Source: an optimization exercise on an open RTL-to-GDS flow (aim: small area). Production flows keep margins and buffers that such runs may drop.
The RTL was checked by simulation tests, not by an equivalence proof against the original design.
Power is estimated from default activity; no workload was simulated.

## smc
module smc (
    input             clk,
    input             rst,
    input      [7:2]  bus_addr,
    input             bus_we,
    input             bus_re,
    input      [31:0] bus_wdata,
    output reg [31:0] bus_rdata,
    output            busy,
    output     [4:0]  step,
    output     [4:0]  dir,
    output     [4:0]  en,
    output            tp_start,
    output     [31:0] tp_period,
    output            tp_stop,
    input             tp_tick,
    input             es_pos,
    input             es_neg
);
    localparam [2:0] RES_NONE = 3'd0, RES_DONE = 3'd1, RES_ABORTED = 3'd2,
                     RES_REJECTED = 3'd3, RES_ILLEGAL = 3'd4;
    reg [31:0] req0, req1, req2, req3, req4;
    reg [32:0] y0, y1, y2, y4;     
    reg [31:0] cur3;               
    reg [31:0] period, tpper;
    reg [1:0]  fmask;
    reg [4:0]  out_step, out_dir, out_en;
    reg [1:0]  act;          
    reg        wt;           
    reg [2:0]  result;
    reg        err, cal, esp, esn, tick;
    reg        tp_start_q, tp_stop_q;
    reg [31:0] nrem;         
    reg        cmr;          
    reg        dom_y, dom_z; 
    reg        fst;          
    reg        hp;           
    reg [32:0] e1, e2;       
    wire       bsy = |act;
    wire [1:0] ph  = {bsy & wt, bsy & ~wt};
    assign busy      = bsy;
    assign step      = out_step;
    assign dir       = out_dir;
    assign en        = out_en;
    assign tp_start  = tp_start_q;
    assign tp_stop   = tp_stop_q;
    assign tp_period = tpper;
    wire [2:0]  ra3 = bus_addr[4:2];
    wire        i0 = (ra3 == 3'd0), i1 = (ra3 == 3'd1), i2 = (ra3 == 3'd2),
                i3 = (ra3 == 3'd3), i4 = (ra3 == 3'd4);
    wire [31:0] rq = ({32{i0}} & req0) | ({32{i1}} & req1) | ({32{i2}} & req2) |
                     ({32{i3}} & req3) | ({32{i4}} & req4);
    wire [31:0] ry = ({32{i0}} & y0[31:0]) | ({32{i1}} & y1[31:0]) |
  ...
clock: 14.0 ns
lec_check: 0
abc_area: 1
cap_margin: 5
core_margin: 2
core_utilization: 70
cts_buf_list: sky130_fd_sc_hd__clkbuf_4 sky130_fd_sc_hd__clkbuf_8
cts_cluster_diameter: 50
cts_cluster_size: 15
gpl_timing_driven: 0
place_density: 0.85
slew_margin: 5
standard.sh (not shown) runs the stock make flow with config.mk's settings and CLKGATE_MAP_FILE= SYNTH_SCRIPT=/design/flow/synth_recipe.tcl, a recipe that flattens the netlist after the stock synthesis.
==> flow/flow/run.sh <==
#!/bin/bash
set -euo pipefail
export BUFFER_PORTS_ARGS="-buffer_cell sky130_fd_sc_hd__buf_1"
export CTS_ARGS="-sink_clustering_enable -repair_clock_nets -sink_clustering_size 15 -sink_clustering_max_diameter 50 -buf_list {sky130_fd_sc_hd__clkbuf_4 sky130_fd_sc_hd__clkbuf_8} -dont_use_dummy_load"
bash standard.sh finish > standard.log 2>&1
Rerun with:
Settings changed: CAP_MARGIN 5 to 10, CORE_UTILIZATION 70 to 65, PLACE_DENSITY 0.85 to 0.75, SLEW_MARGIN 5 to 10.
Effect: Die area grows by a little under a tenth. Total power stays flat. Clock-buffer cell count increases by 4. Via count is lower by a few percent. Utilization drops by 5.1 points. Design area went up slightly. Worst setup slack got worse by 0.10 ns. Fmax fell slightly. Hold slack is better by 0.015 ns. Final cell count increases slightly.
Rerun with:
Settings changed: CORE_UTILIZATION 65 to 70, PLACE_DENSITY 0.75 to 0.8.
=>
- via count grows by 1.9%
- core utilization grows by 5.1 points
- power shrinks by 0.31%

* * *

smc, a different RTL version from the one above (not shown whole).
Size: ~3300 cells after synthesis, ~520 flip-flops, ~130 I/O pins, ~0.031 mm² of cells after synthesis.
Design smc, start of the top module:
module smc (
    input             clk,
    input             rst,
    input      [7:2]  bus_addr,
    input             bus_we,
    input             bus_re,
    input      [31:0] bus_wdata,
    output reg [31:0] bus_rdata,
    output            busy,
    output     [4:0]  step,
    output     [4:0]  dir,
    output     [4:0]  en,
    output            tp_start,
    output     [31:0] tp_period,
    output            tp_stop,
    input             tp_tick,
    input             es_pos,
    input             es_neg
);
clock: 14.0 ns
lec_check: 0
abc_area: 1
cap_margin: 0
core_margin: 2
core_utilization: 65
cts_buf_list: sky130_fd_sc_hd__clkbuf_4 sky130_fd_sc_hd__clkbuf_8
cts_cluster_diameter: 50
cts_cluster_size: 15
gpl_timing_driven: 0
place_density: 0.75
slew_margin: 0
run.sh (not shown) runs the stock make flow with config.mk's settings and CLKGATE_MAP_FILE= SYNTH_SCRIPT=/design/flow/synth_recipe.tcl, a recipe that flattens the netlist after the stock synthesis.
Stock flow here: none of the scripts above is used.
The baseline finished but failed the layout checks on capacitance limit, slew limit.
Next try:
==> flow/flow/run.sh (new file) <==
#!/bin/bash
set -euo pipefail
export BUFFER_PORTS_ARGS="-buffer_cell sky130_fd_sc_hd__buf_1"
export CTS_ARGS="-sink_clustering_enable -repair_clock_nets -sink_clustering_size 15 -sink_clustering_max_diameter 50 -buf_list {sky130_fd_sc_hd__clkbuf_4 sky130_fd_sc_hd__clkbuf_8} -dont_use_dummy_load"
bash standard.sh finish > standard.log 2>&1
==> flow/standard.sh (new file) <==
#!/bin/bash
# synth_recipe.tcl (not shown) runs the flow's synth.tcl, then flattens the netlist and writes it again
# the make line also repeats each setting of config.mk as NAME=value (left out here)
make -C /OpenROAD-flow-scripts/flow DESIGN_CONFIG=/design/flow/config.mk WORK_HOME=/design/flow/orfs CLKGATE_MAP_FILE= SYNTH_SCRIPT=/design/flow/synth_recipe.tcl "${@:-finish}"
- CAP_MARGIN: 0 -> 10
- SLEW_MARGIN: 0 -> 10
removed: flow/run.sh
The new run completed with no timing, DRC or antenna violations.
Worst setup slack improves by 660 ps.
Design area shrinks by 3.2%.
Area after synthesis does not change.
Combinational power grows by about 1%.
Core utilization shrinks by 2.3 points.
Clock power shrinks by 23%.
Sequential share of layout area grows by 1.5 points.
Via count shrinks by 1.5%.
Routed wire length hardly moves.
Count of clock-buffer cells in the layout shrinks by 16.
Synthesized cell count does not change.

## static timing again, ports no longer ideal
The flow's constraints put no driver on any port. The routed layouts listed below were extracted and timed again, unchanged, in two steps.
Step 1 sets driving cells, clkbuf_16 on the clock port and buf_2 on the other inputs (assumed; they add their load-dependent delay and slew).
Step 2 also shifts input and output timing later by t, the mid clock arrival at the registers, as if the neighbouring blocks saw the same clock.
a / b / c = no drivers / after step 1 / after step 2; a / b = the first two.
run | t (ns) | setup WS [ns] | worst hold slack (ns) | worst setup path at the end | worst register clock-pin slew, ns
the first run of note 1 | 0.741 | 1.108 / 1.086 / 0.732 | 0.390 / 0.390 / 0.390 | input to register | 0.11 / 0.11
the second run of note 1 | 0.773 | 1.005 / 1.036 / 0.263 | 0.404 / 0.404 / 0.404 | input to register | 0.10 / 0.10
the third run of note 1 | 0.748 | 1.204 / 1.237 / 0.489 | 0.393 / 0.393 / 0.393 | input to register | 0.11 / 0.11
the first run of note 2 | 0.796 | 0.268 / 0.246 / 0.203 | 0.467 / 0.467 / 0.467 | input to register | 0.11 / 0.11
the second run of note 2 | 0.760 | 0.924 / 0.902 / 0.822 | 0.471 / 0.471 / 0.471 | input to register | 0.10 / 0.10
For the second run of note 1, which loses most, drivers alone change the setup slack by +0.031 ns; drivers and shift together by -0.742 ns.
